From an optimization exercise on the open Yosys and OpenROAD flow, aimed at small area, a short achievable clock period and few clock cycles per item; shortcuts taken in it are not production practice.
Only simulation tests tie the RTL to the original design; equivalence was not proved.
No activity file was given, so power comes from the tool's default toggle rates.

==> flow/design.v <==
module clkrate_engine (
    input  wire        clk,
    input  wire        rst,
    input  wire        start,
    input  wire [31:0] tag,
    input  wire [1:0]  core,
    output wire        ready,
    output reg         done,
    output wire [63:0] rate,
    output reg  [1:0]  err,
    input  wire [63:0] osc_hz,
    input  wire [63:0] intosc_hz,
    input  wire [63:0] fpga_hz,
    input  wire [31:0] m_pllglob,
    input  wire [31:0] m_pllm,
    input  wire [31:0] m_pllc1,
    input  wire [31:0] m_pllc2,
    input  wire [31:0] m_pllc3,
    input  wire [31:0] p_pllglob,
    input  wire [31:0] p_pllm,
    input  wire [31:0] p_pllc1,
    input  wire [31:0] p_pllc2,
    input  wire [31:0] p_pllc3,
    input  wire [31:0] m_nocclk,
    input  wire [31:0] m_nocdiv,
    input  wire [31:0] ctrl,
    input  wire [31:0] core01ctr,
    input  wire [31:0] core23ctr,
    input  wire [31:0] core2ctr,
    input  wire [31:0] core3ctr,
    input  wire [31:0] p_emacctl,
    input  wire [31:0] emacactr,
    input  wire [31:0] emacbctr,
    input  wire [31:0] emacptpctr
);
    localparam integer R1 = 4;                   
    parameter integer R2 = 2;                    
    localparam integer N1  = 64 / R1;
    localparam integer N2  = 64 / R2;
    localparam integer K2S = ((42 + R2 - 1) / R2) * R2;   
    localparam [1:0] ERR_OK          = 2'd0;
    localparam [1:0] ERR_UNSUPPORTED = 2'd1;
    localparam [1:0] ERR_DIVZERO     = 2'd2;
    localparam [2:0] S_IDLE = 3'd0;
    localparam [2:0] S_L1   = 3'd1;
    localparam [2:0] S_L2   = 3'd2;
    localparam [2:0] S_P1   = 3'd3;
    localparam [2:0] S_P2   = 3'd4;
    reg  [2:0]  state;
    reg         sup_q;       
    reg  [3:0]  t;           
    reg  [1:0]  core_q;
    reg         pll_q;       
    reg         peri_q;      
    reg  [1:0]  osel_q;      
    reg         skip;        
    reg  [73:0] z;
    reg  [3:0]  aq;          
    reg  [5:0]  aq3;         
    reg  [9:0]  mq;          
    reg  [11:0] mq3;         
    reg  [2:0]  hi0;         
    reg  [3:0]  ra;          
    reg  [R1-1:0] dq;        
    reg  [10:0] c1, c2, c3;  
    reg  [10:0] r1, r2, r3;  
    reg  [R2-1:0] q1p, q2p;  
    reg  [5:0]  cnt;         
    reg         zr;          
    reg         zsrc_q;      
    reg         fault_q;     
    assign ready = (state == S_IDLE);
    assign rate  = zr ? 64'd0 : z[63:0];
    wire is_mpu  = (t == 4'd0);
    wire is_emac = (t == 4'd6) || (t == 4'd7) || (t == 4'd8);
    wire is_ptp  = (t == 4'd9);
    reg emac_sel;
    always @(*) begin
        case (t)
            4'd6:    emac_sel = p_emacctl[26];
            4'd7:    emac_sel = p_emacctl[27];
            default: emac_sel = p_emacctl[28];
        endcase
    end
    reg [31:0] gsel;
    always @(*) begin
        if (is_mpu)       gsel = core_q[1] ? core23ctr : core01ctr;
        else if (is_emac) gsel = emac_sel ? emacbctr : emacactr;
        else if (is_ptp)  gsel = emacptpctr;
        else              gsel = m_nocclk;
    end
    wire [2:0]  src  = gsel[18:16];
    wire        pll  = (src[2:1] == 2'b00);
    wire        peri = src[0];
    wire [31:0] pllglob = peri ? p_pllglob : m_pllglob;
    wire [1:0]  psrc    = pllglob[17:16];
    wire [3:0]  aref    = pllglob[11:8];
    wire [31:0] corex = core_q[0] ? core3ctr : core2ctr;
    wire [1:0] l4mp = m_nocdiv[17:16];
    wire [1:0] l4sp = m_nocdiv[19:18];
    reg  [2:0] shamt_d;
    always @(*) begin
        case (t)
            4'd2, 4'd10, 4'd12: shamt_d = {1'b0, l4mp};
            4'd3:               shamt_d = {1'b0, l4sp};
            4'd4:               shamt_d = ctrl[0] ? 3'd1 : 3'd2;
            4'd5, 4'd11:        shamt_d = {1'b0, l4mp} + 3'd2;
            default:            shamt_d = 3'd0;
        endcase
    end
    reg [4:0] pow2m1;                
    always @(*) begin
        case (shamt_d)
            3'd0:    pow2m1 = 5'h00;
            3'd1:    pow2m1 = 5'h01;
            3'd2:    pow2m1 = 5'h03;
            3'd3:    pow2m1 = 5'h07;
            3'd4:    pow2m1 = 5'h0f;
            default: pow2m1 = 5'h1f;
        endcase
    end
    wire [31:0] pllm = peri_q ? p_pllm : m_pllm;
    wire [31:0] pglob_q = peri_q ? p_pllglob : m_pllglob;
    reg  [31:0] pllc;
    always @(*) begin
        if (is_mpu)                  pllc = peri_q ? p_pllc1 : m_pllc1;
        else if (is_emac || is_ptp)  pllc = peri_q ? p_pllc2 : m_pllc2;
        else                         pllc = peri_q ? p_pllc3 : m_pllc3;
    end
    reg [63:0] f;
    always @(*) begin
        case (osel_q)
            2'd0:    f = osc_hz;
            2'd1:    f = intosc_hz;
            default: f = fpga_hz;
        endcase
    end
    wire f_hi0 = (osel_q == 2'd0) ? hi0[0] : (osel_q == 2'd1) ? hi0[1] : hi0[2];
    function [5:0] astep;            
        input [3:0] r;
        input [1:0] b;
        input [3:0] a;
        input [5:0] a3;
        reg   [5:0] tr;
        reg   [6:0] d1, d2, d3;
        begin
            tr = {r, b};
            d1 = {1'b0, tr} - {3'b000, a};
            d2 = {1'b0, tr} - {2'b00, a, 1'b0};
            d3 = {1'b0, tr} - {1'b0, a3};
            if (!d3[6])      astep = {2'd3, d3[3:0]};
            else if (!d2[6]) astep = {2'd2, d2[3:0]};
            else if (!d1[6]) astep = {2'd1, d1[3:0]};
            else             astep = {2'd0, tr[3:0]};
        end
    endfunction
    wire [5:0] as1  = astep(ra, z[73:72], aq, aq3);
    wire [5:0] as2  = astep(as1[3:0], z[71:70], aq, aq3);
    wire [3:0] qd   = {as1[5:4], as2[5:4]};
    wire [3:0] ra_n = as2[3:0];
    function [11:0] mmul;            
        input [1:0]  d;
        input [9:0]  m;
        input [11:0] m3;
        case (d)
            2'd0:    mmul = 12'd0;
            2'd1:    mmul = {2'b00, m};
            2'd2:    mmul = {1'b0, m, 1'b0};
            default: mmul = m3;
        endcase
    endfunction
    wire [11:0] pa  = mmul(dq[3:2], mq, mq3);
    wire [11:0] pb  = mmul(dq[1:0], mq, mq3);
    wire [16:0] plo = {1'b0, z[11:0], 4'd0} + {3'd0, pa, 2'd0} + {5'd0, pb};
    wire [57:0] zhi = z[69:12];
    reg  [57:0] phi;
    integer k;
    always @(*) begin
        for (k = 0; k < 58; k = k + 1)
            phi[k] = zhi[k] ^ (plo[16] & (&(zhi | ~((58'd1 << k) - 58'd1))));
    end
    wire [73:0] z_p1 = {phi, plo[15:0]};
    function [11:0] dstep;           
        input [10:0] r;
        input        b;
        input [10:0] c;
        reg   [11:0] tr;
        begin
            tr = {r, b};
            if (tr > {1'b0, c}) dstep = {1'b1, tr[10:0] - c - 11'd1};
            else                dstep = {1'b0, tr[10:0]};
        end
    endfunction
    reg [R2-1:0] q1n, q2n, q3n;
    reg [10:0]   r1_n, r2_n, r3_n;
    reg [11:0]   s1, s2, s3;
    integer j;
    always @(*) begin
        r1_n = r1; r2_n = r2; r3_n = r3;
        for (j = 0; j < R2; j = j + 1) begin
            s1 = dstep(r1_n, !pll_q ? z[73-j] : skip ? z[K2S-1-j] : z[63-j], c1);
            s2 = dstep(r2_n, q1p[R2-1-j], c2);
            s3 = dstep(r3_n, q2p[R2-1-j], c3);
            r1_n = s1[10:0]; r2_n = s2[10:0]; r3_n = s3[10:0];
            q1n[R2-1-j] = s1[11];
            q2n[R2-1-j] = s2[11];
            q3n[R2-1-j] = s3[11];
        end
    end
    wire early1 = !sup_q;                        
    wire early2 = zsrc_q || fault_q;             
    wire last   = (cnt == 6'd0);
    always @(posedge clk) begin
        if (rst) begin
            state <= S_IDLE;
            done  <= 1'b0;
        end else begin
            done <= 1'b0;
            case (state)
                S_IDLE: if (start) state <= S_L1;
                S_L1: begin
                    if (early1) begin
                        done  <= 1'b1;
                        state <= S_IDLE;
                    end else begin
                        state <= S_L2;
                    end
                end
                S_L2: begin
                    if (early2) begin
                        done  <= 1'b1;
                        state <= S_IDLE;
                    end else begin
                        state <= pll_q ? S_P1 : S_P2;
                    end
                end
                S_P1: if (last) state <= S_P2;
                default: begin
                    if (last) begin
                        done  <= 1'b1;
                        state <= S_IDLE;
                    end
                end
            endcase
        end
    end
    always @(posedge clk) begin
        if (state == S_IDLE) begin
            sup_q  <= (tag <= 32'd12);
            t      <= tag[3:0];
            core_q <= core;
        end
        pll_q   <= pll;
        peri_q  <= peri;
        osel_q  <= pll ? psrc : (src[1:0] ^ 2'b10);      
        c2      <= (is_mpu || is_emac || is_ptp) ? gsel[10:0] : 11'd0;
        c3      <= (is_mpu && core_q[1]) ? corex[10:0] : {6'd0, pow2m1};
        zsrc_q  <= pll ? (psrc == 2'd3) : (src > 3'd4);
        fault_q <= pll && (psrc != 2'd3) && (aref == 4'd0);
        aq      <= pglob_q[11:8];
        aq3     <= {2'b00, pglob_q[11:8]} + {1'b0, pglob_q[11:8], 1'b0};
        mq      <= pllm[9:0];
        mq3     <= {2'b00, mq} + {1'b0, mq, 1'b0};
        hi0     <= {fpga_hz[63:32] == 32'd0, intosc_hz[63:32] == 32'd0, osc_hz[63:32] == 32'd0};
        c1      <= pll_q ? pllc[10:0] : 11'd0;
        skip    <= pll_q && f_hi0;
        zr      <= !sup_q || zsrc_q || fault_q;
        err     <= !sup_q ? ERR_UNSUPPORTED : fault_q ? ERR_DIVZERO : ERR_OK;
        ra  <= (state == S_P1) ? ra_n : 4'd0;
        dq  <= (state == S_P1) ? qd : {R1{1'b0}};
        r1  <= (state == S_P2) ? r1_n : 11'd0;
        r2  <= (state == S_P2) ? r2_n : 11'd0;
        r3  <= (state == S_P2) ? r3_n : 11'd0;
        q1p <= (state == S_P2) ? q1n : {R2{1'b0}};
        q2p <= (state == S_P2) ? q2n : {R2{1'b0}};
        case (state)
            S_L2: begin
                z <= f_hi0 ? {f[31:0], 42'd0} : {f, 10'd0};
                if (pll_q) cnt <= f_hi0 ? N1/2 : N1;
                else       cnt <= f_hi0 ? N2/2 + 1 : N2 + 1;
            end
            S_P1: begin
                z   <= z_p1;
                cnt <= last ? (skip ? K2S / R2 + 1 : N2 + 1) : cnt - 6'd1;
            end
            default: begin
                z <= {z[73-R2:K2S] & {(74-R2-K2S){~skip}}, z[K2S-1:0], q3n};
                cnt     <= cnt - 6'd1;
            end
        endcase
    end
endmodule
Settings: LEC_CHECK=0, ABC_AREA=1, CAP_MARGIN=20, CORE_AREA=5 5 335 335, DIE_AREA=0 0 340 340, SETUP_SLACK_MARGIN=5, SLEW_MARGIN=20; clock period 10.0 ns.
standard.sh (not shown) runs the stock make flow with config.mk's settings and CLKGATE_MAP_FILE= SYNTH_SCRIPT=/design/flow/synth_recipe.tcl, a recipe that flattens the netlist after the stock synthesis.
==> flow/flow/run.sh <==
#!/bin/bash
# Layout flow: the standard ORFS flow (standard.sh, unchanged synthesis and
# steps), with plain sky130_fd_sc_hd__buf_1 cells as the input/output port
# buffers and timing repair aimed at a 3.6 ns cycle (setup margin 6.4 ns on the
# 10 ns clock). The make output goes to flow_make.log; each ORFS step keeps its
# own log under orfs/logs/.
set -euo pipefail
export BUFFER_PORTS_ARGS="-buffer_cell sky130_fd_sc_hd__buf_1"
bash standard.sh SETUP_SLACK_MARGIN=6.4 "${@:-finish}" > flow_make.log 2>&1
Testbench counts at the start, summed over its fixed seeds: cycles 59,914, items 2,400.
Edit:
--- a/flow/design.v
+++ b/flow/design.v
@@ -59,21 +59,22 @@
     reg  [5:0]  aq3;         
     reg  [9:0]  mq;          
     reg  [11:0] mq3;         
     reg  [2:0]  hi0;         
     reg  [3:0]  ra;          
     reg  [R1-1:0] dq;        
-    reg  [10:0] c1, c2, c3;  
-    reg  [10:0] r1, r2, r3;  
-    reg  [R2-1:0] q1p, q2p;  
+    reg  [10:0] c1, c2;      
+    reg         rtop;        
+    reg         pass2;       
+    reg  [10:0] r1, r2;      
+    reg  [R2-1:0] q1p;       
     reg  [5:0]  cnt;         
-    reg         zr;          
     reg         zsrc_q;      
     reg         fault_q;     
     assign ready = (state == S_IDLE);
-    assign rate  = zr ? 64'd0 : z[63:0];
+    assign rate  = z[63:0];
     wire is_mpu  = (t == 4'd0);
     wire is_emac = (t == 4'd6) || (t == 4'd7) || (t == 4'd8);
     wire is_ptp  = (t == 4'd9);
     reg emac_sel;
     always @(*) begin
         case (t)
@@ -188,31 +189,33 @@
         begin
             tr = {r, b};
             if (tr > {1'b0, c}) dstep = {1'b1, tr[10:0] - c - 11'd1};
             else                dstep = {1'b0, tr[10:0]};
         end
     endfunction
-    reg [R2-1:0] q1n, q2n, q3n;
-    reg [10:0]   r1_n, r2_n, r3_n;
-    reg [11:0]   s1, s2, s3;
+    reg [R2-1:0] q1n, q2n;
+    reg [10:0]   r1_n, r2_n;
+    reg [11:0]   s1, s2;
     integer j;
     always @(*) begin
-        r1_n = r1; r2_n = r2; r3_n = r3;
+        r1_n = r1; r2_n = r2;
         for (j = 0; j < R2; j = j + 1) begin
-            s1 = dstep(r1_n, !pll_q ? z[73-j] : skip ? z[K2S-1-j] : z[63-j], c1);
+            s1 = dstep(r1_n, rtop ? z[73-j] : skip ? z[K2S-1-j] : z[63-j], c1);
             s2 = dstep(r2_n, q1p[R2-1-j], c2);
-            s3 = dstep(r3_n, q2p[R2-1-j], c3);
-            r1_n = s1[10:0]; r2_n = s2[10:0]; r3_n = s3[10:0];
+            r1_n = s1[10:0]; r2_n = s2[10:0];
             q1n[R2-1-j] = s1[11];
             q2n[R2-1-j] = s2[11];
-            q3n[R2-1-j] = s3[11];
         end
     end
     wire early1 = !sup_q;                        
     wire early2 = zsrc_q || fault_q;             
     wire last   = (cnt == 6'd0);
+    wire need2  = is_mpu && core_q[1];
+    wire again  = last && need2 && !pass2;       
+    wire p2n    = (state == S_P2) && (pass2 || again);
+    wire cont2  = (state == S_P2) && !again;
     always @(posedge clk) begin
         if (rst) begin
             state <= S_IDLE;
             done  <= 1'b0;
         end else begin
             done <= 1'b0;
@@ -233,13 +236,13 @@
                     end else begin
                         state <= pll_q ? S_P1 : S_P2;
                     end
                 end
                 S_P1: if (last) state <= S_P2;
                 default: begin
-                    if (last) begin
+                    if (last && !again) begin
                         done  <= 1'b1;
                         state <= S_IDLE;
                     end
                 end
             endcase
         end
@@ -250,43 +253,42 @@
             t      <= tag[3:0];
             core_q <= core;
         end
         pll_q   <= pll;
         peri_q  <= peri;
         osel_q  <= pll ? psrc : (src[1:0] ^ 2'b10);      
-        c2      <= (is_mpu || is_emac || is_ptp) ? gsel[10:0] : 11'd0;
-        c3      <= (is_mpu && core_q[1]) ? corex[10:0] : {6'd0, pow2m1};
+        c2      <= p2n ? 11'd0 : (is_mpu || is_emac || is_ptp) ? gsel[10:0] : {6'd0, pow2m1};
         zsrc_q  <= pll ? (psrc == 2'd3) : (src > 3'd4);
         fault_q <= pll && (psrc != 2'd3) && (aref == 4'd0);
         aq      <= pglob_q[11:8];
         aq3     <= {2'b00, pglob_q[11:8]} + {1'b0, pglob_q[11:8], 1'b0};
         mq      <= pllm[9:0];
         mq3     <= {2'b00, mq} + {1'b0, mq, 1'b0};
         hi0     <= {fpga_hz[63:32] == 32'd0, intosc_hz[63:32] == 32'd0, osc_hz[63:32] == 32'd0};
-        c1      <= pll_q ? pllc[10:0] : 11'd0;
-        skip    <= pll_q && f_hi0;
-        zr      <= !sup_q || zsrc_q || fault_q;
+        c1      <= p2n ? corex[10:0] : pll_q ? pllc[10:0] : 11'd0;
+        rtop    <= !pll_q && !p2n;
+        skip    <= (pll_q || p2n) && f_hi0;
+        pass2   <= p2n;
         err     <= !sup_q ? ERR_UNSUPPORTED : fault_q ? ERR_DIVZERO : ERR_OK;
         ra  <= (state == S_P1) ? ra_n : 4'd0;
         dq  <= (state == S_P1) ? qd : {R1{1'b0}};
-        r1  <= (state == S_P2) ? r1_n : 11'd0;
-        r2  <= (state == S_P2) ? r2_n : 11'd0;
-        r3  <= (state == S_P2) ? r3_n : 11'd0;
-        q1p <= (state == S_P2) ? q1n : {R2{1'b0}};
-        q2p <= (state == S_P2) ? q2n : {R2{1'b0}};
+        r1  <= cont2 ? r1_n : 11'd0;
+        r2  <= cont2 ? r2_n : 11'd0;
+        q1p <= cont2 ? q1n : {R2{1'b0}};
         case (state)
+            S_L1: z <= 74'd0;                
             S_L2: begin
-                z <= f_hi0 ? {f[31:0], 42'd0} : {f, 10'd0};
+                z <= (f_hi0 ? {f[31:0], 42'd0} : {f, 10'd0}) & {74{~early2}};
                 if (pll_q) cnt <= f_hi0 ? N1/2 : N1;
-                else       cnt <= f_hi0 ? N2/2 + 1 : N2 + 1;
+                else       cnt <= f_hi0 ? N2/2 : N2;
             end
             S_P1: begin
                 z   <= z_p1;
-                cnt <= last ? (skip ? K2S / R2 + 1 : N2 + 1) : cnt - 6'd1;
+                cnt <= last ? (skip ? K2S / R2 : N2) : cnt - 6'd1;
             end
             default: begin
-                z <= {z[73-R2:K2S] & {(74-R2-K2S){~skip}}, z[K2S-1:0], q3n};
-                cnt     <= cnt - 6'd1;
+                z   <= {z[73-R2:K2S] & {(74-R2-K2S){~skip}}, z[K2S-1:0], q2n};
+                cnt <= again ? (f_hi0 ? K2S / R2 : N2) : cnt - 6'd1;
             end
         endcase
     end
 endmodule
Worst setup slack improves by 230 ps.
Flip-flop and latch count went down by 23.
Cell count went down by 7.5%.
Combinational power went down by 15%.
Worst hold slack improves by 30 ps.
Testbench counts after the change, summed over its fixed seeds: cycles 60,627, items 2,400.

what the ideal ports hide:
The results above use ideal ports. As a check the final layouts listed here were re-extracted and re-timed, cells and wires unchanged. Step 1 sets driving cells, clkbuf_16 on the clock port and buf_2 on the other inputs (assumed; they add their load-dependent delay and slew). Step 2 times the ports against the registers' clock, not the clock port: input delays grow and output delays shrink by t, the midpoint of the rising clock arrivals with the driver on. a / b / c = no drivers / after step 1 / after step 2; a / b = the first two.
run	shift t [ns]	slack for setup (ns)	worst setup path at the end	worst slew at a driven data input, ns	pins driven straight from the clock port
the first run	0.673	6.301 / 6.240 / 5.868	input to register	0.18	1
the second run	0.559	6.533 / 6.473 / 6.026	input to register	0.27	1
After both steps setup and hold are still met in every run listed. The setup slack of the second run, which loses most, moves by -0.060 ns with the drivers and by -0.507 ns with both steps.
